Background: an optimization exercise with open tools, aiming at small area, a short achievable clock period and few clock cycles. Do not read the settings as production practice. Function was checked by simulation only, so behaviour that the tests miss may differ from the original.

==> flow/design.v (excerpt) <==
module stepstick_motion (
    input  wire        clk,
    input  wire        rst,           
    input  wire        cmd_valid,
    output wire        cmd_ready,
    input  wire [1:0]  cmd_op,
    input  wire [31:0] cmd_arg,
    output reg         rsp_valid,
    output wire [7:0]  rsp_status,
    output wire [47:0] rsp_data
);
For scale: about 210 flip-flops, ~95 I/O pins.
clock: 7.0 ns
lec_check: 0
cap_margin: 20
core_margin: 2
core_utilization: 40
place_density: 0.6
setup_slack_margin: 3.0
slew_margin: 20
run.sh (not shown) runs the stock make flow with config.mk's settings and CLKGATE_MAP_FILE= SYNTH_SCRIPT=/design/flow/synth_recipe.tcl, a recipe that flattens the netlist after the stock synthesis.
The baseline finished with timing, DRC and antenna clean.
Testbench counts at the start, summed over its fixed seeds: cycles 26,747.
Change:
--- a/flow/config.mk
+++ b/flow/config.mk
@@ -8,6 +8,6 @@
 export CAP_MARGIN = 20
 export CORE_MARGIN = 2
-export CORE_UTILIZATION = 40
-export PLACE_DENSITY = 0.6
-export SETUP_SLACK_MARGIN = 3.0
+export CORE_UTILIZATION = 60
+export PLACE_DENSITY = 0.75
+export SETUP_SLACK_MARGIN = 2.5
 export SLEW_MARGIN = 20
What happened: Count of clock-buffer cells in the layout increases by 3; clock skew is about the same; wire length decreases by about 3%; worst setup slack degrades by 0.12 ns; die area decreases by 33%; cell count decreases by about 10%; via count increases by 1.9%; cell area decreases by about 6.4%; register-to-register slack degrades by 0.12 ns.
Change:
--- a/flow/config.mk
+++ b/flow/config.mk
@@ -8,6 +8,6 @@
 export CAP_MARGIN = 20
 export CORE_MARGIN = 2
-export CORE_UTILIZATION = 60
-export PLACE_DENSITY = 0.75
+export CORE_UTILIZATION = 50
+export PLACE_DENSITY = 0.7
 export SETUP_SLACK_MARGIN = 2.5
 export SLEW_MARGIN = 20
Outcome: Wire length came out higher by 2.7%. Cell area came out higher by 1.3%. Cell count came out higher by 3.0%. Clock skew came out lower by 0.011 ns.
Change:
--- a/flow/config.mk
+++ b/flow/config.mk
@@ -8,6 +8,6 @@
 export CAP_MARGIN = 20
 export CORE_MARGIN = 2
-export CORE_UTILIZATION = 50
-export PLACE_DENSITY = 0.7
+export CORE_UTILIZATION = 40
+export PLACE_DENSITY = 0.6
 export SETUP_SLACK_MARGIN = 2.5
 export SLEW_MARGIN = 20
The new run produced a clean layout.
Design area increases slightly.
Wire length went down by a few percent.
Worst setup slack degrades by 0.060 ns.
Via count falls by a few percent.

* * *

yarrow:
stepstick_motion, a different RTL version from the one above (not shown whole).
Size: roughly 3400 cells after synthesis.
// stepstick_motion
module stepstick_motion (
    input  wire        clk,
    input  wire        rst,           
    input  wire        cmd_valid,
    output wire        cmd_ready,
    input  wire [1:0]  cmd_op,
    input  wire [31:0] cmd_arg,
    output reg         rsp_valid,
    output wire [7:0]  rsp_status,
    output wire [47:0] rsp_data
);
    localparam [1:0] OP_INIT      = 2'd0;
    localparam [1:0] OP_MICROSTEP = 2'd1;
    localparam [1:0] OP_SPEED     = 2'd2;
    localparam [1:0] OP_ANGLE     = 2'd3;
    localparam [22:0] DV1 = 23'd1406250;    
    localparam [22:0] DV2 = 23'd2812500;
    localparam [22:0] DV3 = 23'd4218750;
    localparam [19:0] C7  = 20'd703125;     
    localparam [35:0] KK  = 36'haab2aaab0;
    localparam [1:0] S_FIRST = 2'd0;
    localparam [1:0] S_RUN   = 2'd1;
    localparam [1:0] S_FIN   = 2'd2;
    localparam [1:0] S_FIN2  = 2'd3;
    reg        hs;
    reg [15:0] steps;
    reg [3:0]  ms;
    reg [34:0] cc;
    reg [3:0]  smsb;     
    reg        snz;      
    reg        rdy;
    reg [1:0]  st;
    reg [1:0]  op;
    reg [31:0] mr;       
    reg        ob;       
    reg [35:0] S;        
    reg [35:0] C;        
    reg [7:0]  lS, lC;   
    reg        ln;       
    reg [4:0]  cnt;
    reg [5:0]  ix;       
    reg [1:0]  tp;       
    reg [1:0]  tq;       
    reg [1:0]  h_tp, h_tq;
    reg [5:0]  h_ix;
    reg [3:0]  h_cnt;
    reg        h_odd;
    reg [5:0]  pu;       
    reg [1:0]  ulr;      
    reg [1:0]  p;        
    reg [1:0]  dif;      
    reg [3:0]  dpv;      
    reg [1:0]  tpv;      
    reg        pend;     
    reg        s2, s01;  
    assign cmd_ready  = rdy;
    assign rsp_status = {5'd0, s2, s01, s01};
    assign rsp_data   = {13'd0, S[34:0]};
    function [2:0] bdec(input [2:0] b);
        bdec = {b[2], (b[2] & ~b[1] & ~b[0]) | (~b[2] & b[1] & b[0]), b[1] ^ b[0]};
    endfunction
    function [11:0] bdec4(input [8:0] b);
        bdec4 = {bdec(b[8:6]), bdec(b[6:4]), bdec(b[4:2]), bdec(b[2:0])};
    endfunction
    function [37:0] bsel(input [2:0] d, input [34:0] x);
        reg [35:0] mag;
        begin
            mag = d[0] ? {1'b0, x} : (d[1] ? {x, 1'b0} : 36'd0);
            bsel = {d[2], ~d[2], d[2] ? ~mag : mag};
        end
    endfunction
    reg  [11:0] bd;      
  ...
make LEC_CHECK=0 CAP_MARGIN=20 CORE_MARGIN=2 CORE_UTILIZATION=40 PLACE_DENSITY=0.6 SETUP_SLACK_MARGIN=2.5 SLEW_MARGIN=20 finish   # period 7.0 ns
Testbench counts of yarrow, summed over its fixed seeds: cycles 28,168.
[inputs] ember vs yarrow
Settings: a change of SETUP_SLACK_MARGIN from 2.5 to 3.0.
## What came out
ember closes out successfully: all stages finished, all timing, DRC and antenna checks passed.
Looking at the reports, yarrow completed the entire flow and the layout it produced met the timing, design-rule and antenna checks.
Looking at sequential share of layout area across ember and yarrow, the one that comes out higher is yarrow.
Diff yarrow..ember | standard cell area after detailed placement | negligible
ember gives more required time at the worst-slack endpoint than yarrow did.

* * *

## run 1
stepstick_motion, a different RTL version from the one above (not shown whole).
Size in the first run: roughly 230 flip-flops, roughly 95 I/O pins, roughly 28000 µm² of cells after synthesis.
make LEC_CHECK=0 ABC_AREA=1 CAP_MARGIN=30 CORE_MARGIN=2 CORE_UTILIZATION=50 PLACE_DENSITY=0.7 SETUP_SLACK_MARGIN=2.5 SLEW_MARGIN=30 finish   # period 7.0 ns
Run 1 completed every stage of the flow, and the final layout passed the timing, design-rule and antenna checks.
Testbench counts of run 1, summed over its fixed seeds: cycles 26,747.
### run 1 -> run 2
-- flow/config.mk --
<<< run 1, line 7
export LEC_CHECK = 0
export ABC_AREA = 1
export CAP_MARGIN = 30
export CORE_MARGIN = 2
export CORE_UTILIZATION = 50
export PLACE_DENSITY = 0.7
export SETUP_SLACK_MARGIN = 2.5
export SLEW_MARGIN = 30
>>> run 2, line 7
export LEC_CHECK = 0
export ABC_AREA = 1
export CAP_MARGIN = 20
export CORE_MARGIN = 2
export CORE_UTILIZATION = 50
export PLACE_DENSITY = 0.7
export SETUP_SLACK_MARGIN = 3.0
export SLEW_MARGIN = 20
### Flow results
On run 2: final critical-path share of the clock period is 1.5 points lower than what run 1 gave.
Worst path setup slack after routing sits higher in run 2 than in run 1.
Run 2 vs. run 1: final standard cell count with taps included and fillers excluded has increased; area growth from synthesis to layout increased by 3.4 points relative to the old numbers; total buffers and inverters traversed by the critical path has decreased; post-layout instance area rose by about 3%.
Input changes introduced in run 3 (baseline for comparison: run 2):
-- flow/config.mk --
<<< run 2, line 7
export LEC_CHECK = 0
export ABC_AREA = 1
export CAP_MARGIN = 20
export CORE_MARGIN = 2
export CORE_UTILIZATION = 50
export PLACE_DENSITY = 0.7
export SETUP_SLACK_MARGIN = 3.0
export SLEW_MARGIN = 20
>>> run 3, line 7
export LEC_CHECK = 0
export ABC_AREA = 1
export CAP_MARGIN = 30
export CORE_MARGIN = 2
export CORE_UTILIZATION = 50
export PLACE_DENSITY = 0.7
export SETUP_SLACK_MARGIN = 3.5
export SLEW_MARGIN = 30
## What came out
Summary of the comparison: area occupied by multi-input gates is higher in run 3, relative to run 2.
NOTE: global-route usage in run 3 exceeds that of run 2
Run 3: routed wire length is 5.7% higher than what run 2 reported.
Run 3 against run 2: share of the core filled with cells climbed 1.6 points.
Against run 2, run 3 reports a number of nets in the final layout that is higher.
Number of clock buffers inserted by TritonCTS: run 3 < run 2

[static timing again, ports no longer ideal]
How much do the figures lean on ideal ports? The routed layouts below were timed once more, with nothing changed but the port constraints. Step 1 (the two cells are an assumption about what drives the block):
set clk [get_ports {clk}]
set_driving_cell -lib_cell sky130_fd_sc_hd__clkbuf_16 $clk
set_driving_cell -lib_cell sky130_fd_sc_hd__buf_2 [delete_from_list [all_inputs] $clk]
Step 2 moves the port delays by t, midway between the first and last clock arrival at a register: inputs arrive t later, outputs are due t later. That takes back most of the time a late clock gives input paths. Three values: ideal ports, drivers, drivers and shift; two values: the first two.
| run | t, ns | setup slack, ns | hold slack, ns | latest minus earliest clock arrival (ns) | worst register clock-pin slew, ns |
|---|---|---|---|---|---|
| the first run of note 1 | 0.640 | 2.537 / 2.537 / 2.537 | 0.520 / 0.520 / 0.520 | 0.028 / 0.028 | 0.07 / 0.07 |
| the second run of note 1 | 0.643 | 2.416 / 2.416 / 2.416 | 0.529 / 0.529 / 0.529 | 0.030 / 0.030 | 0.07 / 0.07 |
| the third run of note 1 | 0.653 | 2.506 / 2.506 / 2.506 | 0.519 / 0.519 / 0.519 | 0.018 / 0.018 | 0.07 / 0.07 |
| the fourth run of note 1 | 0.653 | 2.446 / 2.446 / 2.446 | 0.527 / 0.527 / 0.527 | 0.018 / 0.018 | 0.07 / 0.07 |
| yarrow | 0.673 | 2.597 / 2.597 / 2.276 | 0.475 / 0.475 / 0.475 | 0.030 / 0.031 | 0.07 / 0.07 |
| ember | 0.665 | 2.762 / 2.762 / 2.616 | 0.468 / 0.468 / 0.468 | 0.033 / 0.033 | 0.07 / 0.07 |
| run 1 | 0.644 | 2.642 / 2.642 / 2.642 | 0.468 / 0.468 / 0.468 | 0.016 / 0.016 | 0.07 / 0.07 |
| run 2 | 0.657 | 2.745 / 2.745 / 2.745 | 0.470 / 0.470 / 0.470 | 0.035 / 0.035 | 0.07 / 0.07 |
| run 3 | 0.647 | 2.669 / 2.669 / 2.669 | 0.476 / 0.476 / 0.476 | 0.014 / 0.015 | 0.07 / 0.07 |
After both steps setup and hold are still met in every run listed. The setup slack of yarrow, which loses most, moves by 0.000 ns with the drivers and by -0.321 ns with both steps.
